What follows belongs to an exercise in optimizing a design on an open flow for small area; a production flow would make more cautious choices. Function was checked by simulation only, so behaviour that the tests miss may differ from the original. No driver is modelled on the clock port, so clocking that relies on it looks cheaper here than on a real chip. Power and IR drop assume default switching activity.

==> flow/design.v <==
module ycpu_core (
    input  wire        clk,
    input  wire        rst,           
    output reg         bus_req,
    output reg         bus_we,
    output reg  [1:0]  bus_sel,       
    output reg  [14:0] bus_addr,
    output reg  [7:0]  bus_wdata,
    input  wire        bus_ack,
    input  wire        bus_err,
    input  wire [7:0]  bus_rdata,
    output wire        halted,
    output wire        fault,
    output wire [7:0]  pc_out
);
    localparam [3:0] S_CLR   = 4'd0,    
                     S_F0    = 4'd1,    
                     S_FA1   = 4'd2,    
                     S_F1    = 4'd3,    
                     S_FA2   = 4'd4,    
                     S_F2    = 4'd5,    
                     S_LD1   = 4'd6,    
                     S_LD2   = 4'd7,    
                     S_NEG   = 4'd8,    
                     S_MD    = 4'd9,    
                     S_FIN   = 4'd10,   
                     S_EX    = 4'd11,   
                     S_ST    = 4'd12,   
                     S_NX    = 4'd13,   
                     S_HALT  = 4'd14,
                     S_FAULT = 4'd15;
    localparam [3:0] OP_NOP = 4'd0,  OP_AND = 4'd1,  OP_OR  = 4'd2,  OP_NOT = 4'd3,
                     OP_ADD = 4'd4,  OP_SUB = 4'd5,  OP_MUL = 4'd6,  OP_DIV = 4'd7,
                     OP_SHL = 4'd8,  OP_SHR = 4'd9,  OP_ROL = 4'd10, OP_ROR = 4'd11,
                     OP_CPY = 4'd12, OP_CEQ = 4'd13, OP_CGT = 4'd14, OP_CLT = 4'd15;
    reg [3:0] state;
    reg [5:0] cnt;        
    reg [7:0] pc;         
    reg [7:0] ibank;
    reg [7:0] dbank;
    reg [3:0] op;
    reg       h;
    reg       e1, e2;     
    reg [7:0] a1;         
    reg [7:0] a2;         
    reg [7:0] b1;         
    reg [7:0] r;          
    reg       c;          
    reg       d;          
    reg       err;
    reg       skip;       
    wire st_clr = (state == S_CLR);
    wire st_f0  = (state == S_F0);
    wire st_fa  = (state == S_FA1) | (state == S_FA2);
    wire st_f1  = (state == S_F1);
    wire st_f2  = (state == S_F2);
    wire st_ld1 = (state == S_LD1);
    wire st_ld2 = (state == S_LD2);
    wire st_neg = (state == S_NEG);
    wire st_md  = (state == S_MD);
    wire st_fin = (state == S_FIN);
    wire st_ex  = (state == S_EX);
    wire st_st  = (state == S_ST);
    wire st_nx  = (state == S_NX);
    wire c0 = (cnt[2:0] == 3'd0);
    wire c7 = (cnt[2:0] == 3'd7);
    wire first = ~|cnt[5:3];
    wire is_div = (op == OP_DIV);
    wire is_mul = (op == OP_MUL);
    wire is_cmp = op[3] & op[2] & (op[1] | op[0]);
    wire is_cpy = (op == OP_CPY);
    wire use2   = (op == OP_AND) || (op == OP_OR)  || (op == OP_ADD) ||
                  (op == OP_SUB) || (op == OP_MUL) || (op == OP_DIV) || is_cmp;
    wire halt  = h & err;
    wire pcbad = pc[7] | (&pc[6:1]);           
    wire       use_a1 = st_ld1 | (st_st & ~is_cpy);
    wire [7:0] ad     = use_a1 ? a1 : a2;
    wire       ad_hi  = ad[7] & ad[6];
    wire       ad_lo0 = ~|ad[5:1];
    wire       is_z   = ~|ad;
    wire       is_bnk = ad_hi & ad_lo0;        
    wire       is_int = is_z | is_bnk;
    wire       is_dev = ad_hi & ~ad_lo0;
    wire       data   = st_ld1 | st_ld2 | st_st;
    wire       ld2i   = st_ld2 & ~c0;
    wire       intl   = (data & is_int) | ld2i;
    wire       dreq   = data & ~intl;
    wire       fail   = bus_err & is_dev;
    wire [7:0] lv     = bus_rdata & {8{~fail}};
    wire       src_z  = ld2i ? skip : is_z;
    wire       src_d  = ld2i ? d : ad[0];
    wire       srcbit = src_z ? pc[0] : (src_d ? dbank[0] : ibank[0]);
    wire       ld_end = intl ? c7 : bus_ack;   
    wire       bw1 = ad_hi & ~ad[1];
    wire       bw2 = bw1 & ~ad[2];
    wire       bw3 = bw2 & ~ad[3];
    wire       bw4 = bw3 & ~ad[4];
    always @(*) begin
        bus_req   = (st_f0 & ~pcbad) | st_f1 | st_f2 | dreq;
        bus_we    = st_st;
        bus_sel   = {ad_hi, ad[7] & ~ad[6]};
        bus_addr[14:7] = ~ad[7] ? ibank : (~ad[6] ? dbank : 8'd0);
        bus_addr[6]    = ~ad[7] & ad[6];
        bus_addr[5:0]  = {ad[5] ^ bw4, ad[4] ^ bw3, ad[3] ^ bw2, ad[2] ^ bw1, ad[1] ^ ad_hi, ad[0]};
        bus_wdata = r;
    end
    wire sk     = skip & is_cmp;
    wire noinc  = skip & is_cpy;               
    wire kbit   = (cnt[2:0] == 3'd1) | (c0 & ~sk) | ((cnt[2:0] == 3'd2) & sk);    
    wire subop  = (op == OP_SUB) | is_cmp;
    wire subci  = (op == OP_SUB) | (is_cmp & op[0]);
    wire dsub   = ~(skip ^ e2);
    wire neg    = e1 ^ e2;
    wire ng1    = is_div & e1;
    reg ax, ay, acin;
    always @(*) begin
        ax = 1'b0; ay = 1'b0; acin = 1'b0;
        case (state)
            S_FA1, S_FA2: begin ax = a2[0]; acin = 1'b1; end
            S_LD2, S_NEG: begin ax = b1[0] ^ ng1; acin = ng1; end
            S_MD: begin
                ax   = c0 ? (is_div & b1[7]) : d;
                ay   = is_div ? (a2[0] ^ dsub) : (skip & a2[0]);
                acin = is_div & dsub;
            end
            S_FIN: begin ax = (c0 ? ~skip : b1[0]) ^ neg; acin = neg; end
            S_EX:  begin ax = b1[0]; ay = a2[0] ^ subop; acin = subci; end
            default: begin    
                ax = (st_st & is_z) ? r[0] : pc[0];
                ay = ~halt & ~noinc & kbit;
            end
        endcase
    end
    wire ce   = c0 ? acin : c;
    wire sum  = ax ^ ay ^ ce;
    wire cout = (ax & ay) | (ce & (ax ^ ay));
    reg rb;
    always @(*) begin
        case (op)
            OP_AND:  rb = b1[0] & a2[0];
            OP_OR:   rb = b1[0] | a2[0];
            OP_NOT:  rb = ~b1[0];
            OP_ADD,
            OP_SUB:  rb = sum;
            OP_SHL:  rb = ~c0 & b1[7];
            OP_SHR:  rb = ~c7 & b1[1];
            OP_ROL:  rb = b1[7];
            OP_ROR:  rb = b1[1];
            default: rb = b1[0];
        endcase
    end
    wire ne     = skip | (b1[0] ^ a2[0]);
    wire e_ne   = e1 ^ e2;
    wire holds  = e_ne ? (op[0] ? e1 : e2) : (cout ^ op[0]);
    wire cmp_skip = (op == OP_CEQ) ? (ne | e_ne) : ~holds;
    wire s8 = r[0] ^ ~skip ^ cout;
    wire a2zero  = ~|a2;
    wire pass_st = st_clr | st_fa | st_neg | st_md | st_fin | st_ex | st_nx | intl;
    always @(posedge clk) begin
        c <= cout;
        if (st_ld2 & c0)
            d <= ad[0];
        else if (~st_ld2)
            d <= r[0];
        if (rst)
            cnt <= 6'd0;
        else if (pass_st) begin
            cnt[2:0] <= {cnt[2] ^ (cnt[1] & cnt[0]), cnt[1] ^ cnt[0], ~cnt[0]};
            if (st_md & c7)
                cnt[5:3] <= {cnt[5] ^ (cnt[4] & cnt[3]), cnt[4] ^ cnt[3], ~cnt[3]};
        end
        if (st_clr)
            pc <= {1'b0, pc[7:1]};
        else if (st_nx | (st_st & is_int))
            pc <= {sum, pc[7:1]};
        else if (intl & ~st_st)
            pc <= {pc[0], pc[7:1]};
        if (st_clr)
            ibank <= {1'b0, ibank[7:1]};
        else if (st_st & is_bnk & ~ad[0])
            ibank <= {r[0], ibank[7:1]};
        else if (intl & ~st_st)
            ibank <= {ibank[0], ibank[7:1]};
        if (st_clr)
            dbank <= {1'b0, dbank[7:1]};
        else if (st_st & is_bnk & ad[0])
            dbank <= {r[0], dbank[7:1]};
        else if (intl & ~st_st)
            dbank <= {dbank[0], dbank[7:1]};
        if (st_f0 & bus_ack) begin
            h  <= bus_rdata[7];
            e1 <= bus_rdata[5];
            e2 <= bus_rdata[4];
            op <= bus_rdata[3:0];
        end
        if (st_ld1 & ld_end)
            e1 <= e1 & (intl ? srcbit : lv[7]);
        if (st_ld2 & ld_end)
            e2 <= e2 & (intl ? srcbit : lv[7]);
        if (st_f1 & bus_ack)
            a1 <= bus_rdata;
        if ((st_f2 & bus_ack) | (st_ld2 & ~intl & bus_ack))
            a2 <= lv;
        else if (st_clr)
            a2 <= {1'b0, a2[7:1]};
        else if (st_fa | st_nx | (st_st & is_int & ~is_cpy))
            a2 <= {sum, a2[7:1]};
        else if (st_ld2 & intl)
            a2 <= {srcbit, a2[7:1]};
        else if (st_ex | st_md)
            a2 <= {a2[0], a2[7:1]};
        if (st_ld1 & ~intl & bus_ack)
            b1 <= lv;
        else if (st_ld1 & intl)
            b1 <= {srcbit, b1[7:1]};
        else if (st_neg | (st_ld2 & intl & is_div))
            b1 <= {sum, b1[7:1]};
        else if (st_ex | st_fin | (st_md & ~c7))
            b1 <= {(st_md & is_div & c0 & ~first) ? ~skip : b1[0], b1[7:1]};
        if (st_fa)
            r <= {1'b0, r[7:1]};
        else if (st_md | st_fin)
            r <= {sum, r[7:1]};
        else if (st_ex)
            r <= {rb, r[7:1]};
        else if (st_st & is_int)
            r <= {r[0], r[7:1]};
        if (st_f2 & bus_ack)
            skip <= 1'b0;
        else if (st_ld2 & ld_end)
            skip <= is_mul & b1[7];
        else if (st_ld2 & c0)
            skip <= is_z;
        else if (st_ex & is_cmp)
            skip <= c7 ? cmp_skip : ne;
        else if (st_md & c7)
            skip <= is_div ? s8 : b1[7];
        else if (st_st & is_int & is_cpy & c7)
            skip <= 1'b1;
        if (st_f2 & bus_ack)
            err <= 1'b0;
        else if ((dreq & bus_ack & fail) | (st_fin & a2zero))
            err <= 1'b1;
        if (rst)
            state <= S_CLR;
        else begin
            case (state)
                S_CLR: if (c7) state <= S_F0;
                S_F0:  if (pcbad) state <= S_FAULT;
                       else if (bus_ack) state <= S_FA1;
                S_FA1: if (c7) state <= S_F1;
                S_F1:  if (bus_ack) state <= S_FA2;
                S_FA2: if (c7) state <= S_F2;
                S_F2:  if (bus_ack) state <= (op == OP_NOP) ? S_NX : S_LD1;
                S_LD1: if (ld_end) state <= use2 ? S_LD2 : S_EX;
                S_LD2: if (ld_end) state <= is_div ? (intl ? S_MD : S_NEG) :
                                            is_mul ? S_MD : S_EX;
                S_NEG: if (c7) state <= S_MD;
                S_MD:  if (&cnt) state <= is_div ? S_FIN : S_ST;
                S_FIN: if (c7) state <= a2zero ? S_NX : S_ST;
                S_EX:  if (c7) state <= is_cmp ? S_NX : S_ST;
                S_ST:  if (is_int) begin
                           if (c7) state <= halt ? S_HALT : (is_cpy ? S_NX : S_F0);
                       end else if (bus_ack) state <= S_NX;
                S_NX:  if (c7) state <= halt ? S_HALT : S_F0;
                default: state <= state;    
            endcase
        end
    end
    assign halted = (state == S_HALT);
    assign fault  = (state == S_FAULT);
    assign pc_out = pc;
endmodule
==> flow/run.sh <==
#!/bin/bash
# synth_recipe.tcl (not shown) runs the flow's synth.tcl, then flattens the netlist and writes it again
# the make line also repeats each setting of config.mk as NAME=value (left out here)
make -C /OpenROAD-flow-scripts/flow DESIGN_CONFIG=/design/flow/config.mk WORK_HOME=/design/flow/orfs CLKGATE_MAP_FILE= SYNTH_SCRIPT=/design/flow/synth_recipe.tcl finish
==> flow/config.mk <==
export PLATFORM = sky130hd
export DESIGN_NAME = ycpu_core
export DESIGN_NICKNAME = ycpu_core
export VERILOG_FILES = /design/flow/design.v
export SDC_FILE = /design/flow/constraint.sdc
export NUM_CORES = 4
export LEC_CHECK = 0
export CAP_MARGIN = 20
export CORE_MARGIN = 2
export CORE_UTILIZATION = 40
export SLEW_MARGIN = 20
==> flow/constraint.sdc <==
create_clock -name core_clock -period 15.0 [get_ports {clk}]
set_input_delay 3.0000 -clock core_clock [delete_from_list [all_inputs] [get_ports {clk}]]
set_output_delay 3.0000 -clock core_clock [all_outputs]
set_load 0.01 [all_outputs]
==> results.env, run 1 <==
CTS-ROOT-TO-SINK-BUFFERS=2
MAXCAPVIOLATIONS=0
VIAS_PER_CELL=5.97
HOLD_BUFFERS=0
GRT.OVERFLOW.TOTAL=0
WORST_PIN_SLEW_NS=0.851
VDD_IR_DROP_MAX_V=0.0000528
CP_CELL_SEQUENCE='nand4bb_2 > inv_2 > a21oi_4 > mux2i_1 > ha_1 > ha_1 > ha_1 > ha_1 > xnor2_1 > clkdlybuf4s50_1'
SYNTH_FLOP_CELL='sky130_fd_sc_hd__edfxtp_1'
SYNTHESIS.AREA_UM2=4920
INTPOWER_mW=0.606
CTS_SETUP_BUFFERS=0
DRIVE_GT1_SHARE_PCT=8.32
SETUP_SLACK_NS=8.07
USE_MET3_PCT=4.38
REPORT.FINAL.HOLD_VIOL_COUNT=0
SYNTH-SEQ-AREA-SHARE_PCT=43.6
SYNTH_CELL_TYPES=84
P_SW_SHARE_PCT=37.4
CTS-BUFFERS-INSERTED=9
GRT_MAX_DEGREE=29
DRT_WL_TOTAL_UM=14600
SYNTHESIS.INSTANCES=519
CRITICAL_PATH_BUF_INV_COUNT=2
CRIT_ARRIVAL_NS=3.93
ROUTE.VIAS.TOTAL=4180
AREA_TAKEN_BY_MULTI_INPUT_LOGIC_GATES_UM2=2530
PLACE_WORST_SETUP_SLACK_NS=8.47
PLACE.DETAILED.HPWL_UM=10900
CRITICAL_PATH_CLASS='flip-flop to primary output'
FLOORPLAN.ROWS=40
CP_DATA_REQUIRED_TIME_NS=12.00
PLACER_S_FINAL_ROUTABILITY_CONGESTION_ESTIMATE=0.937
FINISH.CELL_COUNT_WITHOUT_FILLERS=700
POWER-PER-CELL-AREA_nW_PER_UM2=168
P_SWITCHING_mW=0.362
SYNTH_AREA_LEADERS='sky130_fd_sc_hd__edfxtp_1, sky130_fd_sc_hd__dfxtp_1, sky130_fd_sc_hd__nand2_1'
TIMING.CRITICAL_PATH.FROM_TYPE='flip-flop'
PWR-SHARE-SEQ_PCT=38.8
SYNTH_LARGEST_TYPE_AREA_FRACTION_PCT=36.7
PATH_CLK_SLEW_NS=0.06
NUMPLACEDINSTANCES=684
PLACEABLECOREAREA_UM2=12000
YS_ASYNC_SR_FRACTION_PCT=0
ANTENNA_CELLS=0
DIE_Y_UM=115
MAX_FREQ_MHz=144
GRT_PASS1_VIAS=3966
NETLIST.TOP_CELL.BY_AREA='sky130_fd_sc_hd__edfxtp_1'
SYNTHTOLAYOUTAREAGROWTH_PCT=17.1
POWER.SHARE.CLOCK_PCT=22.4
CRITICAL_PATH.TOP_DELAY_FAMILY='adder cells'
POST_CTS_RESIZED=0
UNREPAIRED_SETUP_ENDPOINTS_AFTER_GLOBAL_ROUTING='false'
PLACEMENT.IO_BUFFERS=48
GLOBALROUTE.BUSIESTLAYER='met2'
CRITICAL_PATH.MOST_COMMON_CELL='sky130_fd_sc_hd__ha_1'
INITIAL_ANTENNA_VIOLATION_COUNT=0
DR.FIRST_ITER.DRC_COUNT=408
GRT_FIRST_PASS_WIRELENGTH_UM=22400
CTSROOTBUFFERMASTER='sky130_fd_sc_hd__clkbuf_16'
HTREEDEPTH=3
SYNTH_WARNINGS=1
CPMAXSTAGEDELAYCELL='sky130_fd_sc_hd__dfxtp_1'
USE_MET2_PCT=35.6
I_O_PIN_TOTAL=49
SYNTH_EDF_COUNT=60
STATUS='finished clean'
CTS.SINK_COUNT=77
SYNTH_AREA_PER_CELL_UM2=9.47
YS_SEQ_ELEMENTS=77
NUM-NETS-FINAL=574
COMBINATIONALPOWERSHARE_PCT=38.7
MAXSLEWHEADROOM_PCT=43.2
HOLD_PATH_CLASS='flip-flop to flip-flop'
FINAL-MAX-SLEW-VIOLATION-COUNT=0
MAXIMUM_FANOUT_ENCOUNTERED_ON_THE_CRITICAL_TIMING_PATH=22
SETUP_VIOLATIONS=0
FINAL.PERIOD_UTILIZATION_PCT=46.2
ANT_NETS=0
WORST_PATH_LARGEST_CELL_DELAY_NS=0.77
CLKLATENCYLATEPIN_NS=0.35
TRITONCTS='built'
INITIAL_CORE_UTIL_PCT=40.9
DRT_DRC_VIOLATIONS_LEFT=0
DETAIL_ROUTE.WL_PER_CELL_UM=20.8
FINALCRITICALPERIOD_NS=6.93
GRTUSAGETOTAL_PCT=22.5
GRT.MET1_USAGE_PCT=30.1
LEAKAGE_nW=2.14
ENDPOINT_KIND='primary output'
FIN_SKEW_NS=0.00870
FINAL.FILL_COUNT=1165
DRT_PASS1_ITERATIONS=5
FIN_SETUP_TNS_NS=0
MAPPEDNETLISTNETS=545
REGAREA_UM2=2140
DIE_W_UM=115
DIEAREA_UM2=13200
[worst reg2reg max path, stage by stage (launching register included)]
cell	delay [ns]
sky130_fd_sc_hd__dfxtp_1	0.77
sky130_fd_sc_hd__nand4bb_2	0.31
sky130_fd_sc_hd__inv_2	0.11
sky130_fd_sc_hd__a21oi_4	0.54
sky130_fd_sc_hd__mux2i_1	0.55
sky130_fd_sc_hd__o21ai_0	0.16
sky130_fd_sc_hd__a21oi_1	0.20
sky130_fd_sc_hd__nor4_1	0.10
sky130_fd_sc_hd__fa_1	0.52
sky130_fd_sc_hd__maj3_1	0.39
sky130_fd_sc_hd__xnor2_1	0.14
sky130_fd_sc_hd__a32o_1	0.29
sky130_fd_sc_hd__a221oi_1	0.27
sky130_fd_sc_hd__o41ai_1	0.13
sky130_fd_sc_hd__a221oi_2	0.26
[metal layers]
layer / vias to the layer above / share of wire (%) / wire, um
met5: - / 0 / 0
met2: 161 / 47 / 6930
met4: 0 / 2.9 / 426
li1: 1989 / - / -
met1: 1998 / 44 / 6490
met3: 32 / 5.1 / 748
[flip-flops by register name (all words and copies together), names as in the netlist]
signal	count
b1	8
state	4
d	1
op	4
h	1
cnt	6
e2	1
err	1
dbank	8
c	1
pc	8
a1	8
e1	1
r	8
ibank	8
a2	8
skip	1
[cells in the final DEF (no fill, tap or decap), drive strengths merged, types with 13 or more instances in the layout]
cell type / Yosys / layout
a21oi: 31 / 31
nand3: 20 / 20
mux2i: 18 / 18
ha: 13 / 13
inv: 25 / 25
o21ai: 44 / 44
nor2: 38 / 38
dfxtp: 17 / 17
nand2: 67 / 67
clkdlybuf4s50: 0 / 48
edfxtp: 60 / 60
[final timing paths]
check / slack, ns / end / cells past startpoint / start
setup / recovery: 8.07 / bus_addr[5] / 10 / state[0]
hold / removal: 0.45 / r[2] / 0 / r[3]
setup reg to reg: 10.18 / skip / 14 / state[0]
hold reg to reg: 0.45 / r[2] / 0 / r[3]
[power by group through the flow]
stage          registers [mW]  clock network [mW]  logic (mW)
2_1_floorplan           0.345                   0       0.243
3_3_place_gp            0.378                   0       0.370
3_5_place_dp            0.379                   0       0.374
4_1_cts                 0.375               0.221       0.375
5_1_grt                 0.385               0.227       0.409
6_report                0.376               0.217       0.375
[cell type report]
class | count | area share [%]
clock buffers | 10 | 3.98
clock inverters | 6 | 1.13
inverters | 26 | 1.70
multi-input cells | 383 | 44.0
flip-flops and latches | 77 | 37.2
well taps | 147 | 3.20
repair buffers | 51 | 8.74
[synth_stat cells (3+ instances only)]
master,instances
sky130_fd_sc_hd__clkbuf_1,20
sky130_fd_sc_hd__buf_2,8
sky130_fd_sc_hd__nand3_1,20
sky130_fd_sc_hd__edfxtp_1,60
sky130_fd_sc_hd__and2_1,5
sky130_fd_sc_hd__a21boi_0,3
sky130_fd_sc_hd__nor4_1,3
sky130_fd_sc_hd__a221o_1,3
sky130_fd_sc_hd__ha_1,13
sky130_fd_sc_hd__a31oi_1,7
sky130_fd_sc_hd__o22ai_1,3
sky130_fd_sc_hd__nor3_1,8
sky130_fd_sc_hd__or3_1,4
sky130_fd_sc_hd__nand2b_1,5
sky130_fd_sc_hd__inv_1,24
sky130_fd_sc_hd__nor2b_1,11
sky130_fd_sc_hd__and3_1,4
sky130_fd_sc_hd__o21ai_0,39
sky130_fd_sc_hd__o211ai_1,4
sky130_fd_sc_hd__o21ai_1,3
sky130_fd_sc_hd__a22o_1,8
sky130_fd_sc_hd__buf_1,3
sky130_fd_sc_hd__xnor2_1,9
sky130_fd_sc_hd__a21oi_1,28
sky130_fd_sc_hd__o2111ai_1,4
sky130_fd_sc_hd__nor2_1,38
sky130_fd_sc_hd__dfxtp_1,17
sky130_fd_sc_hd__nand2_1,67
sky130_fd_sc_hd__mux2_2,5
sky130_fd_sc_hd__mux2i_1,17
sky130_fd_sc_hd__a211oi_1,9
[kinds of logic after synthesis]
kind of cell / share of synthesized area (%)
compound gates: 21.6
mux: 5.12
buf+inv: 4.86
xor+xnor: 1.96
flops: 43.6
simple gates: 19.0
fa+ha+maj: 3.92
[through the flow]
stage               area [um2]  power [mW]  utilization [%]  hold slack, ns
finish                    5760       0.968             47.9           0.454
global route              5760        1.02             47.9           0.469
CTS                       5760       0.972             47.9           0.453
detailed placement        5460       0.753             45.5           0.438
global placement          5460       0.748             45.5           0.438
floorplan                 4920       0.587                -           0.427
==> run 2: changes to the inputs <==
--- a/flow/config.mk
+++ b/flow/config.mk
@@ -5,7 +5,9 @@
 export SDC_FILE = /design/flow/constraint.sdc
 export NUM_CORES = 4
 export LEC_CHECK = 0
+export ABC_AREA = 1
 export CAP_MARGIN = 20
 export CORE_MARGIN = 2
-export CORE_UTILIZATION = 40
+export CORE_UTILIZATION = 60
+export CTS_BUF_LIST = sky130_fd_sc_hd__clkbuf_8
 export SLEW_MARGIN = 20
==> run 2 against run 1 <==
Synthesized area shrank 2.6%. Critical endpoint unchanged. Largest cell class unchanged. Register-to-register slack improved by 0.51 ns. Critical path depth grew 3. Die area shrank 34%.
==> results.env, run 2 <==
STATUS='finished clean'
SYNTHESIS.INSTANCES=596  # +15%
GRT_FIRST_PASS_WIRELENGTH_UM=22400  # -0.16%
ANT_NETS=0  # unchanged
TIMING.CRITICAL_PATH.DEPTH=13  # +3
I_O_PIN_TOTAL=49  # unchanged
YOSYS.AREA_SHARE.ADDER_PCT=3.81  # -0.11 points
SETUP_VIOLATIONS=0  # unchanged
DIEAREA_UM2=8710  # -34%
SYNTH.MOST_COMMON_CELL='sky130_fd_sc_hd__nand2_1'
INITIAL_CORE_UTIL_PCT=62.0  # +21 points
CPMAXSTAGEDELAYCELL='sky130_fd_sc_hd__clkdlybuf4s50_1'
YOSYS.AREA_SHARE.XOR_XNOR_PCT=0.914  # -1.0 points
PATH_CLK_SLEW_NS=0.08  # +0.02 ns
POST_SYNTH_AND_OR_NAND_NOR_AREA_FRACTION_PCT=27.1  # +8.1 points
HTREEDEPTH=3  # unchanged
MAXCAPVIOLATIONS=0  # unchanged
POST_CTS_RESIZED=0  # unchanged
DRT_WL_TOTAL_UM=14100  # -3.4%
PLACEMENT.IO_BUFFERS=48  # unchanged
UNREPAIRED_SETUP_ENDPOINTS_AFTER_GLOBAL_ROUTING='false'
SYNTH_EDF_COUNT=60  # unchanged
REGAREA_UM2=2140  # unchanged
SYNTH_FLOP_CELL='sky130_fd_sc_hd__edfxtp_1'
REPORT.FINAL.HOLD_VIOL_COUNT=0  # unchanged
LAYOUT.CORE_UTILIZATION_PCT=71.7  # +24 points
GRTUSAGETOTAL_PCT=33.9  # +11 points
SYNTH_CELL_TYPES=48  # -43%
CRITICAL_PATH.TOP_DELAY_FAMILY='simple AND/OR/NAND/NOR gates'
YS_ASYNC_SR_FRACTION_PCT=0  # unchanged
CRIT_ARRIVAL_NS=3.53  # -0.40 ns
WORST_PIN_SLEW_NS=0.894  # +0.0425 ns
CLKLATENCYLATEPIN_NS=0.35  # about the same
SYNTH_AREA_PER_CELL_UM2=8.04  # -15%
YS_SEQ_ELEMENTS=77  # unchanged
PLACE.DETAILED.HPWL_UM=11000  # +0.93%
NUM-NETS-FINAL=673  # +17%
FINAL.PERIOD_UTILIZATION_PCT=43.5  # -2.7 points
GRT_MAX_DEGREE=16  # -45%
YOSYS-MUX-AREA-FRACTION_PCT=0.209  # -4.9 points
NETLIST.TOP_CELL.BY_AREA='sky130_fd_sc_hd__edfxtp_1'
WORST_PATH_LARGEST_CELL_DELAY_NS=0.55  # -0.22 ns
SYNTH_AREA_LEADERS='sky130_fd_sc_hd__edfxtp_1, sky130_fd_sc_hd__nand2_1, sky130_fd_sc_hd__inv_1'
PLACER_S_FINAL_ROUTABILITY_CONGESTION_ESTIMATE=0.973  # +3.8%
DRT_PASS1_ITERATIONS=5  # unchanged
FINAL.FILL_COUNT=595  # -49%
ROUTE.VIAS.TOTAL=4523  # +8.2%
DETAIL_ROUTE.WL_PER_CELL_UM=18.7  # -10%
FINAL-MAX-SLEW-VIOLATION-COUNT=0  # unchanged
VDD_IR_DROP_MAX_V=0.0000921  # +75%
MAPPEDNETLISTNETS=622  # +14%
POWER-PER-CELL-AREA_nW_PER_UM2=197  # +17%
CRITICAL_PATH_BUF_INV_COUNT=2  # unchanged
GRT.OVERFLOW.TOTAL=0  # unchanged
GRT_PASS1_VIAS=4341  # +9.5%
TRITONCTS='built'
CTS-ROOT-TO-SINK-BUFFERS=2  # unchanged
SYNTHESIS.AREA_UM2=4790  # -2.6%
FINAL_CELL_MIX='sky130_fd_sc_hd__inv_1, sky130_fd_sc_hd__nand2_1, sky130_fd_sc_hd__nor2_1'
FIN_SETUP_TNS_NS=0  # unchanged
CTSROOTBUFFERMASTER='sky130_fd_sc_hd__clkbuf_8'
FLOORPLAN.ROWS=32  # -20%
CRITICAL_PATH.MOST_COMMON_CELL='sky130_fd_sc_hd__ha_1'
CTS_SETUP_BUFFERS=0  # unchanged
PLACEABLECOREAREA_UM2=7730  # -36%
ENDPOINT_KIND='primary output'
HOLD_PATH_CLASS='flip-flop to flip-flop'
DRT_DRC_VIOLATIONS_LEFT=0  # unchanged
DIE_Y_UM=93.3  # -19%
MAX_FREQ_MHz=153  # +6.2%
CTS-BUFFERS-INSERTED=9  # unchanged
LEAKAGE_nW=2.35  # +9.7%
FIN_SKEW_NS=0.0110  # +0.00225 ns
AREA_TAKEN_BY_MULTI_INPUT_LOGIC_GATES_UM2=2210  # -13%
VIAS_PER_CELL=6.00  # +0.46%
MAXIMUM_FANOUT_ENCOUNTERED_ON_THE_CRITICAL_TIMING_PATH=12  # -45%
CP_CELL_SEQUENCE='inv_2 > nor2_1 > nand2_1 > nand2_4 > nand2_1 > nand2_2 > nor2_2 > ha_1 > ha_1 > ha_1 > ha_1 > xnor2_1 > clkdlybuf4s50_1'
CRITICAL_PATH_CLASS='flip-flop to primary output'
SYNTH_WARNINGS=1  # unchanged
INITIAL_ANTENNA_VIOLATION_COUNT=0  # unchanged
DRIVE_GT1_SHARE_PCT=8.90  # +0.58 points
CTS.SINK_COUNT=77  # unchanged
FINALCRITICALPERIOD_NS=6.53  # -0.405 ns
TIMING.CRITICAL_PATH.FROM_TYPE='flip-flop'
TIMING.HOLD.WORST_PATH_DEPTH=0  # unchanged
SYNTH_TOP_CELLS_BY_COUNT='sky130_fd_sc_hd__nand2_1, sky130_fd_sc_hd__inv_1, sky130_fd_sc_hd__nor2_1'
SYNTH_COMPOUND_AREA_SHARE_PCT=14.1  # -7.5 points
DIE_W_UM=93.3  # -19%
SYNTH-SEQ-AREA-SHARE_PCT=44.7  # +1.1 points
SYNTH_LARGEST_TYPE_AREA_FRACTION_PCT=37.6  # +0.97 points
DR.FIRST_ITER.DRC_COUNT=534  # +31%
FF2FF_PATH_DEPTH=21  # +7
CP_DATA_REQUIRED_TIME_NS=12.00  # about the same
MAXSLEWHEADROOM_PCT=40.2  # -3.0 points
LARGEST_FAMILY_OF_LOGIC_CELLS_BY_SYNTHESIZED_AREA='simple AND/OR/NAND/NOR gates'
HOLD_BUFFERS=0  # unchanged
SYNTHTOLAYOUTAREAGROWTH_PCT=15.7
ANTENNA_CELLS=0  # unchanged
run 2: cell count changes in the layout (fill, tap and decap cells not counted), sizes merged, moves of 7 or more:
cell    delta
nand3     +16
mux2i     -17
a211oi     -7
nand4     +10
nor2b     -11
nor2      +50
o21ai     +11
inv       +78
nand2     +57
run 2: layout make-up:
| type | instances | share of cell area [%] |
|---|---|---|
| flip-flops and latches | 77 | 38.6 |
| clock buffers | 9 | 2.23 |
| clock inverters | 7 | 1.22 |
| repair buffers | 48 | 8.67 |
| multi-input cells | 408 | 40.0 |
| inverters | 103 | 6.98 |
| well taps | 102 | 2.30 |
run 2: power by group:
group          total (mW)  internal, mW  switching, mW
Sequential          0.395         0.337         0.0579
Combinational       0.542         0.212          0.331
Clock               0.157        0.0761         0.0808
Total                1.09         0.624          0.469
run 2: metrics by stage:
stage	hold WS (ns)	setup slack [ns]	power, mW	std cells	cell area (um2)
after global placement	0.418	9.01	0.909	738	5350
final	0.456	8.47	1.09	754	5540
after detailed placement	0.432	8.87	0.930	738	5350
after global routing	0.474	8.20	1.16	754	5540
after floorplan	0.408	9.79	0.706	596	4790
after CTS	0.460	8.48	1.09	754	5540
run 2: routing by layer:
layer	vias to the layer above	track usage, %	routed length [um]
li1	2094	-	-
met1	2102	43.7	5510
met2	272	58.3	6930
met3	55	4.35	1220
met4	0	12.5	442
met5	-	0	0
run 2: worst paths after layout:
path	start	to	slack [ns]
max	state[1]	bus_addr[5]	8.47
min	ibank[7]	ibank[6]	0.46
max reg2reg	state[1]	r[7]	10.69
min reg2reg	ibank[7]	ibank[6]	0.46
run 2: logic make-up (layout without fill, tap and decap cells):
| logic type | Yosys count | after routing |
|---|---|---|
| compound gates | 114 | 114 |
| simple gates | 274 | 274 |
| mux | 1 | 1 |
| flops | 77 | 77 |
| buf+inv | 111 | 167 |
| xor+xnor | 5 | 5 |
| fa+ha+maj | 14 | 14 |
run 2: worst reg2reg max path, stage by stage, from the launching register on:
cell                        delay [ns]
sky130_fd_sc_hd__dfxtp_1          0.46
sky130_fd_sc_hd__inv_2            0.12
sky130_fd_sc_hd__nor2_1           0.15
sky130_fd_sc_hd__nand2_1          0.31
sky130_fd_sc_hd__nand2_4          0.27
sky130_fd_sc_hd__nand2_1          0.09
sky130_fd_sc_hd__nand2_2          0.18
sky130_fd_sc_hd__nand2_1          0.08
sky130_fd_sc_hd__nor2_1           0.16
sky130_fd_sc_hd__nand3_1          0.19
sky130_fd_sc_hd__nand2_1          0.10
sky130_fd_sc_hd__o211ai_1         0.14
sky130_fd_sc_hd__o2111ai_1        0.13
sky130_fd_sc_hd__inv_1            0.08
sky130_fd_sc_hd__fa_1             0.56
sky130_fd_sc_hd__inv_1            0.14
sky130_fd_sc_hd__a221oi_1         0.29
sky130_fd_sc_hd__nand3_1          0.10
sky130_fd_sc_hd__o21ai_0          0.25
sky130_fd_sc_hd__nand3_1          0.11
sky130_fd_sc_hd__o21ai_0          0.16
sky130_fd_sc_hd__a21oi_1          0.12
==> run 3: changes to the inputs <==
==> flow/flow/run.sh (new file) <==
#!/bin/bash
# Own layout flow: the standard flow (standard.sh) with three changes:
#  1. the combinational gates of the standard synthesis netlist are re-mapped
#     for area with Yosys/ABC (reopt.tcl, reopt.abc); every register keeps its
#     cell and name, and the result is proven equivalent (reopt_eq.tcl)
#     before it is used, else the standard netlist is kept;
#  2. the port buffers are sky130_fd_sc_hd__buf_1;
#  3. clock tree options (CTS_ARGS below).
# Each tool's output goes to a log file of its own in the work folder.
set -euo pipefail
WORK="$(cd "$(dirname "${BASH_SOURCE[0]}")/.." && pwd)"
cd "$WORK"
R="$WORK/orfs/results/$FLOW_PLATFORM/ycpu_core/base"
YOSYS="$FLOW_HOME/../tools/install/yosys/bin/yosys"
LIB="$FLOW_HOME/platforms/$FLOW_PLATFORM/lib/sky130_fd_sc_hd__tt_025C_1v80.lib"

bash standard.sh synth > "$WORK/log_1_standard_synth.log" 2>&1

cp "$R/1_2_yosys.v" "$WORK/netlist_standard.v"
export REOPT_LIB="$LIB" REOPT_IN="$WORK/netlist_standard.v" REOPT_OUT="$WORK/netlist_reopt.v" \
       REOPT_TOP="$FLOW_TOP" REOPT_SCRIPT="$WORK/flow/reopt.abc"
if "$YOSYS" -c "$WORK/flow/reopt.tcl" > "$WORK/log_2_reopt.log" 2>&1 &&
   "$YOSYS" -c "$WORK/flow/reopt_eq.tcl" > "$WORK/log_3_reopt_equiv.log" 2>&1; then
  echo "re-mapped netlist proven equivalent: using it"
  cp "$WORK/netlist_reopt.v" "$R/1_2_yosys.v"
  rm -f "$R/1_synth.odb" "$R/1_synth.sdc"
else
  echo "re-mapping not used: keeping the standard netlist"
fi

bash standard.sh \
  "BUFFER_PORTS_ARGS=-buffer_cell sky130_fd_sc_hd__buf_1" \
  "CTS_ARGS=${CTS_ARGS_OVERRIDE:--sink_clustering_enable -repair_clock_nets -buf_list sky130_fd_sc_hd__clkbuf_8 -dont_use_dummy_load}" \
  finish > "$WORK/log_4_standard_layout.log" 2>&1
==> flow/flow/reopt.abc (new file) <==
strash; dc2; &get -n; &deepsyn -T 30; &put; dc2; dch -f; amap; topo
==> flow/flow/reopt.tcl (new file) <==
# Re-map the combinational logic of the standard synthesis netlist for area.
# Registers (their cells and names) are kept as they are: only the gates
# between them are re-optimised.
yosys -import
set lib $::env(REOPT_LIB)
read_liberty -ignore_miss_func $lib
read_verilog $::env(REOPT_IN)
hierarchy -top $::env(REOPT_TOP)
set ffs {}
foreach c [split [exec grep -o {sky130_fd_sc_hd__[a-z0-9_]*} $::env(REOPT_IN) | sort -u] "\n"] {
  if {[regexp {__(df|edf|sdf|dl|conb)} $c]} { lappend ffs $c }
}
puts "kept cells: $ffs"
foreach c $ffs { blackbox $c }
flatten
yosys rename -hide w:*.*
opt_clean -purge
stat
abc -liberty $lib -script $::env(REOPT_SCRIPT) -dont_use *probe* -dont_use *lpflow*
opt_clean -purge
setundef -zero
hilomap -singleton -hicell sky130_fd_sc_hd__conb_1 HI -locell sky130_fd_sc_hd__conb_1 LO
insbuf -buf sky130_fd_sc_hd__buf_1 A X
splitnets
# left out here: clean up, hide names made inside functions
stat -liberty $lib
write_verilog -noattr -noexpr -nohex -nodec $::env(REOPT_OUT)
==> flow/flow/reopt_eq.tcl (new file) <==
# Prove the re-mapped netlist equivalent to the standard synthesis netlist.
yosys -import
read_liberty -ignore_miss_func $::env(REOPT_LIB)
read_verilog $::env(REOPT_IN)
yosys rename $::env(REOPT_TOP) gold
read_verilog $::env(REOPT_OUT)
yosys rename $::env(REOPT_TOP) gate
flatten gold gate
opt_clean
equiv_make gold gate equiv
hierarchy -top equiv
equiv_simple -seq 2
equiv_induct
equiv_status -assert
==> flow/standard.sh (new file) <==
#!/bin/bash
# synth_recipe.tcl (not shown) runs the flow's synth.tcl, then flattens the netlist and writes it again
# the make line also repeats each setting of config.mk as NAME=value (left out here)
make -C /OpenROAD-flow-scripts/flow DESIGN_CONFIG=/design/flow/config.mk WORK_HOME=/design/flow/orfs CLKGATE_MAP_FILE= SYNTH_SCRIPT=/design/flow/synth_recipe.tcl "${@:-finish}"
--- a/flow/config.mk
+++ b/flow/config.mk
@@ -5,9 +5,7 @@
 export SDC_FILE = /design/flow/constraint.sdc
 export NUM_CORES = 4
 export LEC_CHECK = 0
-export ABC_AREA = 1
 export CAP_MARGIN = 20
 export CORE_MARGIN = 2
 export CORE_UTILIZATION = 60
-export CTS_BUF_LIST = sky130_fd_sc_hd__clkbuf_8
 export SLEW_MARGIN = 20
removed: flow/run.sh
==> run 3 against run 2 <==
Global-route usage down 2.7 points. Sequential power decreased by 5%. Core utilization is 7.2 points lower. Die area is 2.5% higher. Register-to-register slack lost 0.61 ns. Cell area fell by 5.7%. Clock-buffer cell count stayed put. Highest routed layer unchanged.
==> results.env, run 3 <==
STATUS='finished clean'
REGTOREGENDPOINT='skip'
LEAKAGE_nW=1.94  # -18%
SYNTH.MOST_COMMON_CELL='sky130_fd_sc_hd__nand2_1'
PATH_CLK_SLEW_NS=0.07  # about the same
MAXCAPVIOLATIONS=0  # unchanged
FINALCRITICALPERIOD_NS=6.59  # +0.0624 ns
DRT_PASS1_ITERATIONS=7  # +2
TIMING.CRITICAL_PATH.TO='bus_addr[7]'
HTREEDEPTH=3  # unchanged
INITIAL_CORE_UTIL_PCT=60.7  # -1.2 points
SETUP_SLACK_NS=8.41  # -0.0624 ns
HOLD_PATH_CLASS='flip-flop to flip-flop'
PLACE_WORST_SETUP_SLACK_NS=8.84  # -0.0371 ns
FINAL.PERIOD_UTILIZATION_PCT=43.9  # +0.42 points
NETLIST.TOP_CELL.BY_AREA='sky130_fd_sc_hd__edfxtp_1'
VIAS_PER_CELL=6.57  # +9.5%
TRITONCTS='built'
CRITICAL_PATH_CLASS='flip-flop to primary output'
ANT_NETS=0  # unchanged
SYNTH_LARGEST_TYPE_AREA_FRACTION_PCT=36.7  # -0.97 points
DIE_W_UM=94.5  # +1.3%
REPORT.FINAL.HOLD_VIOL_COUNT=0  # unchanged
FINISH.CELL_COUNT_WITHOUT_FILLERS=650  # -14%
CTS-ROOT-TO-SINK-BUFFERS=2  # unchanged
YS_SEQ_ELEMENTS=77  # unchanged
PLACEMENT.IO_BUFFERS=48  # unchanged
ANTENNA_CELLS=0  # unchanged
VDD_IR_DROP_MAX_V=0.000165  # +80%
DR.FIRST_ITER.DRC_COUNT=527  # -1.3%
NUMPLACEDINSTANCES=641  # -13%
MAXIMUM_FANOUT_ENCOUNTERED_ON_THE_CRITICAL_TIMING_PATH=27  # +15
MAPPEDNETLISTNETS=545  # -12%
GRT.OVERFLOW.TOTAL=0  # unchanged
SYNTHESIS.AREA_UM2=4920  # +2.6%
POWER-PER-CELL-AREA_nW_PER_UM2=159  # -19%
FINAL_COMMON_CELL='sky130_fd_sc_hd__nand2_1'
GRT_PASS1_VIAS=3850  # -11%
SETUP_VIOLATIONS=0  # unchanged
I_O_PIN_TOTAL=49  # unchanged
CP_DATA_REQUIRED_TIME_NS=12.00  # about the same
CPMAXSTAGEDELAYCELL='sky130_fd_sc_hd__dfxtp_1'
CRIT_ARRIVAL_NS=3.59  # +0.06 ns
TIMING.CRITICAL_PATH.FROM='state[3]'
PLACE.DETAILED.HPWL_UM=9970  # -9.3%
FLOORPLAN.ROWS=33  # +3.1%
DRT_DRC_VIOLATIONS_LEFT=0  # unchanged
DETAIL_ROUTE.WL_PER_CELL_UM=20.8  # +11%
BEGINNING_OF_THE_WORST_REGISTER_TO_REGISTER_PATH='state[3]'
CLKLATENCYLATEPIN_NS=0.36  # about the same
SYNTH_WARNINGS=1  # unchanged
TIMING.CRITICAL_PATH.FROM_TYPE='flip-flop'
GRT_FIRST_PASS_WIRELENGTH_UM=20900  # -6.5%
GRTUSAGETOTAL_PCT=31.2  # -2.7 points
YS_ASYNC_SR_FRACTION_PCT=0  # unchanged
MAX_FREQ_MHz=152  # -0.95%
SYNTH_FLOP_CELL='sky130_fd_sc_hd__edfxtp_1'
POST_CTS_RESIZED=0  # unchanged
MAXSLEWHEADROOM_PCT=36.3  # -3.9 points
NUM-NETS-FINAL=573  # -15%
SYNTH_CELL_TYPES=84  # +75%
DRIVE_GT1_SHARE_PCT=7.16  # -1.7 points
REG2REG_SETUP_SLACK_NS=10.08  # -0.61 ns
GRT_MAX_DEGREE=29  # +13
WORST_PIN_SLEW_NS=0.954  # +0.0605 ns
CP_CELL_SEQUENCE='and4bb_2 > a21oi_4 > mux2i_1 > nor2b_1 > a22o_1 > buf_1'
ENDPOINT_KIND='primary output'
ROUTE.VIAS.TOTAL=4268  # -5.6%
SYNTHTOLAYOUTAREAGROWTH_PCT=6.29
FIN_SKEW_NS=0.0299  # +0.0189 ns
LAYOUT.CORE_UTILIZATION_PCT=64.6  # -7.2 points
CTS_SETUP_BUFFERS=0  # unchanged
SYNTH-SEQ-AREA-SHARE_PCT=43.6  # -1.1 points
DRT_WL_TOTAL_UM=13500  # -4.0%
SYNTH_AREA_LEADERS='sky130_fd_sc_hd__edfxtp_1, sky130_fd_sc_hd__dfxtp_1, sky130_fd_sc_hd__nand2_1'
DIEAREA_UM2=8930  # +2.5%
FINAL-MAX-SLEW-VIOLATION-COUNT=0  # unchanged
PLACEABLECOREAREA_UM2=8090  # +4.7%
FF2FF_PATH_DEPTH=13  # -38%
UNREPAIRED_SETUP_ENDPOINTS_AFTER_GLOBAL_ROUTING='false'
CTS.SINK_COUNT=77  # unchanged
CTSROOTBUFFERMASTER='sky130_fd_sc_hd__clkbuf_8'
SYNTHESIS.INSTANCES=519  # -13%
DIE_Y_UM=94.5  # +1.3%
SYNTH_TOP_CELLS_BY_COUNT='sky130_fd_sc_hd__nand2_1, sky130_fd_sc_hd__edfxtp_1, sky130_fd_sc_hd__o21ai_0'
SYNTH_EDF_COUNT=60  # unchanged
FINAL_CELL_MIX='sky130_fd_sc_hd__nand2_1, sky130_fd_sc_hd__edfxtp_1, sky130_fd_sc_hd__buf_1'
INITIAL_ANTENNA_VIOLATION_COUNT=0  # unchanged
PLACER_S_FINAL_ROUTABILITY_CONGESTION_ESTIMATE=1.02  # +4.4%
HOLD_BUFFERS=0  # unchanged
CTS-BUFFERS-INSERTED=9  # unchanged
WORST_PATH_LARGEST_CELL_DELAY_NS=0.87  # +0.32 ns
FIN_SETUP_TNS_NS=0  # unchanged
SYNTH_AREA_PER_CELL_UM2=9.47  # +18%
-- run 3: cell types whose count changed after synthesis, moves of 10 or more --
cell / previous run / this run
sky130_fd_sc_hd__inv_1: 99 / 24
sky130_fd_sc_hd__nand2_1: 100 / 67
sky130_fd_sc_hd__nand3_1: 31 / 20
sky130_fd_sc_hd__clkbuf_1: 1 / 20
sky130_fd_sc_hd__nor2b_1: 0 / 11
sky130_fd_sc_hd__nand2_2: 17 / 0
sky130_fd_sc_hd__o21ai_1: 20 / 3
sky130_fd_sc_hd__nor2_1: 81 / 38
sky130_fd_sc_hd__nand4_1: 11 / 1
sky130_fd_sc_hd__mux2i_1: 1 / 17
-- run 3: logic make-up (layout without fill, tap and decap cells) --
kind of cell	count (synthesis)	count (layout)	synth area share, %
flip-flops	77	77	43.6
AO/OA/AOI/OAI	149	149	21.6
buffers and inverters	59	85	4.86
adder cells (fa/ha/maj)	15	15	3.92
AND/OR/NAND/NOR	184	184	19.0
XOR/XNOR	11	11	1.96
multiplexers	24	24	5.12
-- run 3: through the flow --
stage	cell area [um2]	power (mW)	hold slack [ns]
CTS	5230	0.825	0.452
global route	5230	0.878	0.470
finish	5230	0.831	0.449
global placement	5100	0.691	0.425
detailed placement	5100	0.702	0.434
floorplan	4920	0.587	0.427
-- run 3: how the worst min path moves through the flow --
| stage | slack [ns] | startpoint | endpoint | depth (start not counted) |
|---|---|---|---|---|
| CTS | 0.45 | r[6] | r[5] | 0 |
| global route | 0.47 | r[6] | r[5] | 0 |
| global placement | 0.43 | r[5] | r[4] | 0 |
| detailed placement | 0.43 | r[7] | r[6] | 0 |
| floorplan | 0.43 | ibank[1] | ibank[0] | 0 |
| finish | 0.45 | r[6] | r[5] | 0 |
-- run 3: layout make-up --
class | count | area [um2]
clock buffer | 9 | 124
fill | 699 | 2870
inverter | 26 | 97.6
multi-input combinational | 383 | 2530
sequential | 77 | 2140
tap | 105 | 131
timing repair buffer | 50 | 195
-- run 3: critical path, delay by kind of cell (launching register included) --
family                 cells  cell delay (ns)
and+or+nand+nor            2             0.70
muxes                      1             0.75
buffers and inverters      1             0.12
AOI/OAI and AO/OA          2             0.77
DFF                        1             0.87
-- run 3: routing by layer --
metal	global-route usage, %	share of wire (%)	wire length, um
met5	0	0	0
met2	46.1	45	6040
met3	7.34	11	1420
met1	44.6	42	5730
met4	12.2	2.6	352
-- run 3: report_power, final --
| group | internal (mW) | switching (mW) | total [mW] |
|---|---|---|---|
| logic | 0.122 | 0.207 | 0.329 |
| clock network | 0.0537 | 0.0717 | 0.125 |
| registers | 0.309 | 0.0681 | 0.377 |
| total | 0.484 | 0.347 | 0.831 |
==> run 4: changes to the inputs <==
--- a/flow/flow/run.sh
+++ b/flow/flow/run.sh
@@ -2,8 +2,9 @@
 # Own layout flow: the standard flow (standard.sh) with three changes:
 #  1. the combinational gates of the standard synthesis netlist are re-mapped
 #     for area with Yosys/ABC (reopt.tcl, reopt.abc); every register keeps its
-#     cell and name, and the result is proven equivalent (reopt_eq.tcl)
-#     before it is used, else the standard netlist is kept;
+#     cell and name, and the result is proven equivalent (registers cut out by
+#     cutregs.py, SAT miter in reopt_eq.tcl) before it is used, else the
+#     standard netlist is kept;
 #  2. the port buffers are sky130_fd_sc_hd__buf_1;
 #  3. clock tree options (CTS_ARGS below).
 # Each tool's output goes to a log file of its own in the work folder.
@@ -19,8 +20,11 @@
 cp "$R/1_2_yosys.v" "$WORK/netlist_standard.v"
 export REOPT_LIB="$LIB" REOPT_IN="$WORK/netlist_standard.v" REOPT_OUT="$WORK/netlist_reopt.v" \
        REOPT_TOP="$FLOW_TOP" REOPT_SCRIPT="$WORK/flow/reopt.abc"
+export REOPT_IN_CUT="$WORK/cut_standard.v" REOPT_OUT_CUT="$WORK/cut_reopt.v"
 if "$YOSYS" -c "$WORK/flow/reopt.tcl" > "$WORK/log_2_reopt.log" 2>&1 &&
-   "$YOSYS" -c "$WORK/flow/reopt_eq.tcl" > "$WORK/log_3_reopt_equiv.log" 2>&1; then
+   python3 "$WORK/flow/cutregs.py" "$REOPT_IN" "$REOPT_IN_CUT" > "$WORK/log_3_cut.log" 2>&1 &&
+   python3 "$WORK/flow/cutregs.py" "$REOPT_OUT" "$REOPT_OUT_CUT" >> "$WORK/log_3_cut.log" 2>&1 &&
+   "$YOSYS" -c "$WORK/flow/reopt_eq.tcl" > "$WORK/log_4_reopt_equiv.log" 2>&1; then
   echo "re-mapped netlist proven equivalent: using it"
   cp "$WORK/netlist_reopt.v" "$R/1_2_yosys.v"
   rm -f "$R/1_synth.odb" "$R/1_synth.sdc"
@@ -31,4 +35,4 @@
 bash standard.sh \
   "BUFFER_PORTS_ARGS=-buffer_cell sky130_fd_sc_hd__buf_1" \
   "CTS_ARGS=${CTS_ARGS_OVERRIDE:--sink_clustering_enable -repair_clock_nets -buf_list sky130_fd_sc_hd__clkbuf_8 -dont_use_dummy_load}" \
-  finish > "$WORK/log_4_standard_layout.log" 2>&1
+  finish > "$WORK/log_5_standard_layout.log" 2>&1
==> flow/flow/cutregs.py (new file) <==
"""Cut the registers out of a mapped netlist for a combinational equivalence check.

Each register instance (a cell whose name matches the register pattern) is removed;
its Q net becomes an input of the module and its other input pins (D, DE, ...) become
outputs named after the instance. Clock pins are dropped."""
import re, sys

src, dst = sys.argv[1], sys.argv[2]
t = open(src).read()
reg = re.compile(r'^\s*(sky130_fd_sc_hd__(?:df|edf|sdf)\w*)\s+(\\\S+|\w+)\s*\((.*?)\);', re.S | re.M)
ins, outs, assigns = [], [], []
def cut(m):
    name = m.group(2).lstrip('\\')
    tag = re.sub(r'\W', '_', name)
    for pin, net in re.findall(r'\.(\w+)\(([^()]*)\)', m.group(3)):
        net = net.strip()
        if pin in ('Q', 'Q_N'):
            ins.append((net, pin, tag))
        elif pin not in ('CLK', 'CLK_N'):
            o = 'cut_' + tag + '_' + pin
            outs.append(o)
            assigns.append('  assign %s = %s ;' % (o, net))
    return ''
t = reg.sub(cut, t)
# the Q nets become module inputs
qnets = []
for net, pin, tag in ins:
    if pin == 'Q_N':
        raise SystemExit('Q_N not handled')
    qnets.append(net)
m = re.search(r'module\s+(\w+)\s*\((.*?)\);', t, re.S)
qin = ['cutq_' + tag for net, pin, tag in ins]
extra = qin + outs
t = t[:m.end(2)] + ', ' + ', '.join(extra) + t[m.end(2):]
decl = []
for i, net in enumerate(qnets):
    decl.append('  input %s;' % qin[i])
    assigns.append('  assign %s = %s;' % (net + ' ' if net.startswith('\\') else net, qin[i]))
for o in outs:
    decl.append('  output %s;' % o)
# insert declarations right after the module header
hdr_end = t.index(';', m.start()) + 1
t = t[:hdr_end] + '\n' + '\n'.join(decl) + '\n' + t[hdr_end:]
end = t.rindex('endmodule')
t = t[:end] + '\n'.join(assigns) + '\n' + t[end:]
open(dst, 'w').write(t)
print('cut %d registers: %d inputs, %d outputs' % (len(qnets), len(qnets), len(outs)))
--- a/flow/flow/reopt.tcl
+++ b/flow/flow/reopt.tcl
@@ -12,6 +12,7 @@
 }
 puts "kept cells: $ffs"
 foreach c $ffs { blackbox $c }
+yosys rename -hide w:_*
 flatten
 yosys rename -hide w:*.*
 opt_clean -purge
==> flow/flow/reopt_eq.tcl (replaced) <==
# Prove the re-mapped netlist equivalent to the standard synthesis netlist:
# with the registers cut out (cutregs.py), every output and every register
# input must be the same function of the inputs and register outputs.
yosys -import
read_liberty -ignore_miss_func $::env(REOPT_LIB)
read_verilog $::env(REOPT_IN_CUT)
yosys rename $::env(REOPT_TOP) gold
read_verilog $::env(REOPT_OUT_CUT)
yosys rename $::env(REOPT_TOP) gate
flatten gold gate
opt_clean
miter -equiv -flatten -make_outputs -ignore_gold_x gold gate miter
hierarchy -top miter
sat -verify -prove trigger 0 -show-ports miter
==> run 4 against run 3 <==
Register-to-register slack worse by 1.0 ns. Global-route usage up 0.45 points. Sequential cell count unchanged. Clock-buffer cell count unchanged. Hold slack worse by 0.0077 ns. Core utilization up 4.2 points. Via count down 12%. Wire length down 19%. Critical path depth up 17. Largest cell class is now flip-flops and latches. Largest power group unchanged.
==> results.env, run 4 <==
ROUTE.VIAS.TOTAL=3770  # -12%
VDD_IR_DROP_MAX_V=0.000100  # -39%
CTS_SETUP_BUFFERS=0  # unchanged
SYNTH_WARNINGS=1  # unchanged
DRIVE_GT1_SHARE_PCT=2.20  # -5.0 points
DIEAREA_UM2=7250  # -19%
CTS-BUFFERS-INSERTED=9  # unchanged
GRT_MAX_DEGREE=16  # -45%
FINAL_COMMON_CELL='sky130_fd_sc_hd__nor2_1'
DRT_DRC_VIOLATIONS_LEFT=0  # unchanged
POWER-PER-CELL-AREA_nW_PER_UM2=176  # +11%
INITIAL_CORE_UTIL_PCT=62.3  # +1.5 points
SETUP_VIOLATIONS=0  # unchanged
TOTALPOWERFINAL_mW=0.769  # -7.4%
MAXSLEWHEADROOM_PCT=50.3  # +14 points
FIN_SETUP_TNS_NS=0  # unchanged
DRT_WL_TOTAL_UM=11000  # -19%
I_O_PIN_TOTAL=49  # unchanged
DRT_PASS1_ITERATIONS=5  # -2
MAX_FREQ_MHz=122  # -19%
FINAL-MAX-SLEW-VIOLATION-COUNT=0  # unchanged
GRT.OVERFLOW.TOTAL=0  # unchanged
FINISH.CELL_COUNT_WITHOUT_FILLERS=576  # -11%
PLACE.DETAILED.HPWL_UM=8650  # -13%
MAPPEDNETLISTNETS=453  # -17%
VIAS_PER_CELL=6.55  # -0.32%
GRT_PASS1_VIAS=3453  # -10%
UNREPAIRED_SETUP_ENDPOINTS_AFTER_GLOBAL_ROUTING='false'
PLACEABLECOREAREA_UM2=6350  # -22%
CTSROOTBUFFERMASTER='sky130_fd_sc_hd__clkbuf_8'
WORST_PIN_SLEW_NS=0.741  # -0.213 ns
PATH_CLK_SLEW_NS=0.07  # about the same
FIN_SKEW_NS=0.0342  # +0.00429 ns
PLACEMENT.IO_BUFFERS=48  # unchanged
PLACER_S_FINAL_ROUTABILITY_CONGESTION_ESTIMATE=1.06  # +4.0%
LAYOUT.CORE_UTILIZATION_PCT=68.8  # +4.2 points
SYNTHESIS.INSTANCES=441  # -15%
DETAIL_ROUTE.WL_PER_CELL_UM=19.1  # -8.2%
CRITICAL_PATH_CLASS='flip-flop to primary output'
MAXCAPVIOLATIONS=0  # unchanged
PLACE_WORST_SETUP_SLACK_NS=7.31  # -1.52 ns
HOLD_BUFFERS=0  # unchanged
FLOORPLAN.ROWS=29  # -12%
SETUP_SLACK_NS=6.83  # -1.59 ns
FINAL.PERIOD_UTILIZATION_PCT=54.5  # +11 points
TRITONCTS='built'
PLACE_AREA_UM2=4240  # -17%
LEAKAGE_nW=1.42  # -26%
SYNTH_AREA_PER_CELL_UM2=8.97  # -5.3%
HOLD_PATH_CLASS='flip-flop to flip-flop'
CTS.SINK_COUNT=77  # unchanged
TIMING.CRITICAL_PATH.FROM_TYPE='flip-flop'
FINAL_INSTANCE_AREA_UM2=4370  # -16%
DIE_Y_UM=85.2  # -9.9%
SYNTHESIS.AREA_UM2=3950  # -20%
FINALCRITICALPERIOD_NS=8.17  # +1.59 ns
CTS-ROOT-TO-SINK-BUFFERS=2  # unchanged
FINAL_CELL_MIX='sky130_fd_sc_hd__nor2_1, sky130_fd_sc_hd__clkinv_1, sky130_fd_sc_hd__edfxtp_1'
ANTENNA_CELLS=0  # unchanged
CP_DATA_REQUIRED_TIME_NS=12.00  # about the same
REPORT.FINAL.HOLD_VIOL_COUNT=0  # unchanged
GRT_FIRST_PASS_WIRELENGTH_UM=17500  # -16%
POST_CTS_RESIZED=0  # unchanged
CLKLATENCYLATEPIN_NS=0.36  # about the same
STATUS='finished clean'
INITIAL_ANTENNA_VIOLATION_COUNT=0  # unchanged
DIE_W_UM=85.2  # -9.9%
NUM-NETS-FINAL=513  # -10%
GRTUSAGETOTAL_PCT=31.6  # +0.45 points
ANT_NETS=0  # unchanged
NUMPLACEDINSTANCES=567  # -12%
DR.FIRST_ITER.DRC_COUNT=461  # -13%
ENDPOINT_KIND='primary output'
HTREEDEPTH=3  # unchanged
MAXIMUM_FANOUT_ENCOUNTERED_ON_THE_CRITICAL_TIMING_PATH=10  # -63%
CRIT_ARRIVAL_NS=5.17  # +1.58 ns
SYNTHTOLAYOUTAREAGROWTH_PCT=10.4
FINALHOLDWORSTSLACK_NS=0.441  # -0.00767 ns
[run 4: where the power goes]
group / switching [mW] / internal [mW] / leakage (nW)
Combinational: 0.199 / 0.0829 / 0.610
Clock: 0.0675 / 0.0536 / 0.0647
Sequential: 0.0475 / 0.319 / 0.750
Total: 0.314 / 0.456 / 1.42
[run 4: cell type report]
cell class	instances	area (um2)
Tap cell	77	96.3
Timing Repair Buffer	49	188
Sequential cell	77	2140
Fill cell	515	1980
Inverter	69	259
Clock buffer	9	124
Multi-Input combinational cell	295	1560
[run 4: metal layers]
layer,GRT usage (%),up-vias,wire length (um)
met5,0,-,0
met4,14.0,0,323
met3,7.78,36,1280
met2,47.6,270,4920
met1,43.8,1725,4490
li1,-,1739,-
[run 4: worst max-delay path: stages, from the launching register on]
cell,delay (ns)
sky130_fd_sc_hd__dfxtp_1,0.53
sky130_fd_sc_hd__clkinv_1,0.29
sky130_fd_sc_hd__nand2_1,0.21
sky130_fd_sc_hd__nor3_1,0.11
sky130_fd_sc_hd__a21oi_1,0.56
sky130_fd_sc_hd__clkinv_1,0.43
sky130_fd_sc_hd__o22ai_1,0.65
sky130_fd_sc_hd__nor2_1,0.20
sky130_fd_sc_hd__nand2_1,0.12
sky130_fd_sc_hd__clkinv_1,0.07
sky130_fd_sc_hd__nand2_1,0.08
sky130_fd_sc_hd__clkinv_1,0.07
sky130_fd_sc_hd__nand2_1,0.07
sky130_fd_sc_hd__clkinv_1,0.07
sky130_fd_sc_hd__nand2_1,0.07
sky130_fd_sc_hd__clkinv_1,0.07
sky130_fd_sc_hd__nand2_1,0.17
sky130_fd_sc_hd__nand2_1,0.18
sky130_fd_sc_hd__clkinv_1,0.11
sky130_fd_sc_hd__o21ai_0,0.10
sky130_fd_sc_hd__o21ai_0,0.17
sky130_fd_sc_hd__clkinv_1,0.14
sky130_fd_sc_hd__nor2_1,0.16
sky130_fd_sc_hd__buf_1,0.17
[run 4: worst paths after layout]
check	startpoint	end	slack, ns	depth (start not counted)
worst max-delay path	state[0]	bus_req	6.83	23
worst min-delay path	r[4]	r[3]	0.44	0
worst min register to register	r[4]	r[3]	0.44	0
worst max register to register	state[0]	state[3]	9.07	25
==> run 5: changes to the inputs <==
--- a/flow/flow/run.sh
+++ b/flow/flow/run.sh
@@ -1,13 +1,4 @@
 #!/bin/bash
-# Own layout flow: the standard flow (standard.sh) with three changes:
-#  1. the combinational gates of the standard synthesis netlist are re-mapped
-#     for area with Yosys/ABC (reopt.tcl, reopt.abc); every register keeps its
-#     cell and name, and the result is proven equivalent (registers cut out by
-#     cutregs.py, SAT miter in reopt_eq.tcl) before it is used, else the
-#     standard netlist is kept;
-#  2. the port buffers are sky130_fd_sc_hd__buf_1;
-#  3. clock tree options (CTS_ARGS below).
-# Each tool's output goes to a log file of its own in the work folder.
 set -euo pipefail
 WORK="$(cd "$(dirname "${BASH_SOURCE[0]}")/.." && pwd)"
 cd "$WORK"
@@ -35,4 +26,5 @@
 bash standard.sh \
   "BUFFER_PORTS_ARGS=-buffer_cell sky130_fd_sc_hd__buf_1" \
   "CTS_ARGS=${CTS_ARGS_OVERRIDE:--sink_clustering_enable -repair_clock_nets -buf_list sky130_fd_sc_hd__clkbuf_8 -dont_use_dummy_load}" \
+  "POST_CTS_TCL=$WORK/flow/post_cts.tcl" \
   finish > "$WORK/log_5_standard_layout.log" 2>&1
==> flow/flow/post_cts.tcl (new file) <==
set clk_slew_target 0.110
set sizes {sky130_fd_sc_hd__clkbuf_2 sky130_fd_sc_hd__clkbuf_4 sky130_fd_sc_hd__clkbuf_8 sky130_fd_sc_hd__clkbuf_16}
proc worst_clk_slew {} {
  set worst 0
  foreach p [get_pins -hierarchical */CLK] {
    set s [get_property $p slew_max]
    if {$s > $worst} { set worst $s }
  }
  return $worst
}
set block [ord::get_db_block]
set bufs {}
foreach inst [$block getInsts] {
  if {[string match "clkbuf_*" [$inst getName]] && [string match "sky130_fd_sc_hd__clkbuf_*" [[$inst getMaster] getName]]} {
    lappend bufs $inst
  }
}
foreach inst $bufs {
  set orig [[$inst getMaster] getName]
  foreach m $sizes {
    if {$m eq $orig} { break }
    replace_cell [$inst getName] $m
    estimate_parasitics -placement
    if {[worst_clk_slew] <= $clk_slew_target} {
      puts "post_cts: [$inst getName] $orig -> $m"
      set orig_kept 0
      break
    }
    replace_cell [$inst getName] $orig
  }
}
estimate_parasitics -placement
puts "post_cts: worst flip-flop clock pin slew [worst_clk_slew]"
detailed_placement
==> run 5 against run 4 <==
Cell count is the same. Core utilization shrank 0.63 points. Global-route usage shrank 0.12 points. Synthesized area is the same. Critical path depth is the same. Setup slack lost 0.16 ns. Wire length grew 0.18%. Maximum frequency shrank 1.9%. Critical endpoint unchanged.
==> results.env, run 5 <==
POWER.SHARE.CLOCK_PCT=13.2  # -2.5 points
GRT_MAX_DEGREE=16  # unchanged
PWR-SHARE-SEQ_PCT=49.0  # +1.3 points
PATH_CLK_SLEW_NS=0.10  # +0.03 ns
HOLD_PATH_CLASS='flip-flop to flip-flop'
DRT_WL_TOTAL_UM=11000  # +0.18%
FIN_SETUP_TNS_NS=0  # unchanged
PLACEABLECOREAREA_UM2=6350  # unchanged
FINAL.FILL_COUNT=527  # +2.3%
REG2REG_SETUP_SLACK_NS=9.04  # -0.03 ns
DIEAREA_UM2=7250  # unchanged
HOLD_PATH_END='r[3]'
MAX_FREQ_MHz=120  # -1.9%
MAXIMUM_FANOUT_ENCOUNTERED_ON_THE_CRITICAL_TIMING_PATH=10  # unchanged
VDD_IR_DROP_MAX_V=0.000100  # -0.20%
P_SW_SHARE_PCT=41.7  # +0.91 points
DIE_W_UM=85.2  # unchanged
SYNTHESIS.INSTANCES=441  # unchanged
GRT_FIRST_PASS_WIRELENGTH_UM=17500  # -0.31%
REPORT.FINAL.HOLD_VIOL_COUNT=0  # unchanged
CRIT_ARRIVAL_NS=5.33  # +0.16 ns
PLACE.DETAILED.HPWL_UM=8650  # unchanged
TIMING.HOLD.WORST_PATH_DEPTH=0  # unchanged
DR.FIRST_ITER.DRC_COUNT=469  # +1.7%
PLACER_S_FINAL_ROUTABILITY_CONGESTION_ESTIMATE=1.06  # unchanged
ANTENNA_CELLS=0  # unchanged
DRT_DRC_VIOLATIONS_LEFT=0  # unchanged
INITIAL_ANTENNA_VIOLATION_COUNT=0  # unchanged
CTS.SINK_COUNT=77  # unchanged
ENDPOINT_KIND='primary output'
FLOORPLAN.ROWS=29  # unchanged
DIE_Y_UM=85.2  # unchanged
MAXSLEWHEADROOM_PCT=50.9  # +0.63 points
STATUS='finished clean'
TIMING.CRITICAL_PATH.FROM_TYPE='flip-flop'
FINAL_CELL_MIX='sky130_fd_sc_hd__nor2_1, sky130_fd_sc_hd__clkinv_1, sky130_fd_sc_hd__edfxtp_1'
SYNTHESIS.AREA_UM2=3950  # unchanged
WORST_PIN_SLEW_NS=0.732  # -0.00941 ns
INTPOWER_mW=0.436  # -4.3%
MAPPEDNETLISTNETS=453  # unchanged
VIAS_PER_CELL=6.55  # about the same
UNREPAIRED_SETUP_ENDPOINTS_AFTER_GLOBAL_ROUTING='false'
PLACE_WORST_SETUP_SLACK_NS=7.31  # unchanged
REGAREA_UM2=2140  # unchanged
DRIVE_GT1_SHARE_PCT=2.20  # unchanged
FINAL.PERIOD_UTILIZATION_PCT=55.5  # +1.0 points
PLACEMENT.IO_BUFFERS=48  # unchanged
GRT_PASS1_VIAS=3456  # +0.087%
TRITONCTS='built'
run 5: metal layers:
metal / part of all wire, % / vias up / global-route usage (%)
met5: 0 / - / 0
met4: 3.1 / 0 / 13.4
met3: 13 / 45 / 7.20
met2: 45 / 292 / 47.7
met1: 39 / 1698 / 43.9
li1: - / 1736 / -
run 5: metrics by stage:
step | cells | power, mW | area (um2) | util, %
final | 576 | 0.748 | 4330 | 68.1
after global routing | 576 | 0.789 | 4330 | 68.1
after detailed placement | 567 | 0.646 | 4240 | 66.8
after global placement | 567 | 0.640 | 4240 | 66.7
after floorplan | 441 | 0.542 | 3950 | -
run 5: how the worst max path moves through the flow:
stage | from | to | slack, ns
finish | state[0] | bus_req | 6.67
global route | state[0] | bus_req | 6.05
detailed placement | state[0] | bus_req | 7.31
global placement | state[0] | bus_req | 7.47
floorplan | state[0] | bus_req | 8.30
run 5: power by group through the flow:
stage / clock, mW / sequential (mW) / combinational [mW]
2_1_floorplan: 0 / 0.357 / 0.185
3_3_place_gp: 0 / 0.367 / 0.273
3_5_place_dp: 0 / 0.370 / 0.276
5_1_grt: 0.107 / 0.372 / 0.310
6_report: 0.0986 / 0.367 / 0.283
run 5: cell type report:
class | instances | share of cell area (%)
clock buffers | 9 | 1.94
well taps | 77 | 2.23
flip-flops and latches | 77 | 49.5
repair buffers | 49 | 4.34
multi-input cells | 295 | 36.0
inverters | 69 | 5.99
run 5: worst max-delay path: stages (launching register included):
cell                       delay [ns]
sky130_fd_sc_hd__dfxtp_1         0.54
sky130_fd_sc_hd__clkinv_1        0.29
sky130_fd_sc_hd__nand2_1         0.22
sky130_fd_sc_hd__nor3_1          0.11
sky130_fd_sc_hd__a21oi_1         0.55
sky130_fd_sc_hd__clkinv_1        0.42
sky130_fd_sc_hd__o22ai_1         0.64
sky130_fd_sc_hd__nor2_1          0.20
sky130_fd_sc_hd__nand2_1         0.12
sky130_fd_sc_hd__clkinv_1        0.07
sky130_fd_sc_hd__nand2_1         0.08
sky130_fd_sc_hd__clkinv_1        0.08
sky130_fd_sc_hd__nand2_1         0.07
sky130_fd_sc_hd__clkinv_1        0.07
sky130_fd_sc_hd__nand2_1         0.07
sky130_fd_sc_hd__clkinv_1        0.07
sky130_fd_sc_hd__nand2_1         0.18
sky130_fd_sc_hd__nand2_1         0.18
sky130_fd_sc_hd__clkinv_1        0.11
sky130_fd_sc_hd__o21ai_0         0.10
sky130_fd_sc_hd__o21ai_0         0.17
sky130_fd_sc_hd__clkinv_1        0.14
sky130_fd_sc_hd__nor2_1          0.16
sky130_fd_sc_hd__buf_1           0.17

Re-timed with assumed drivers on the ports (clkbuf_16 on the clock, buf_2 on other inputs), run 5 has 6.645 ns of setup slack against 6.672 ns with ideal ports, and 7.173 ns once port delays also move by the mid clock arrival of 0.528 ns.
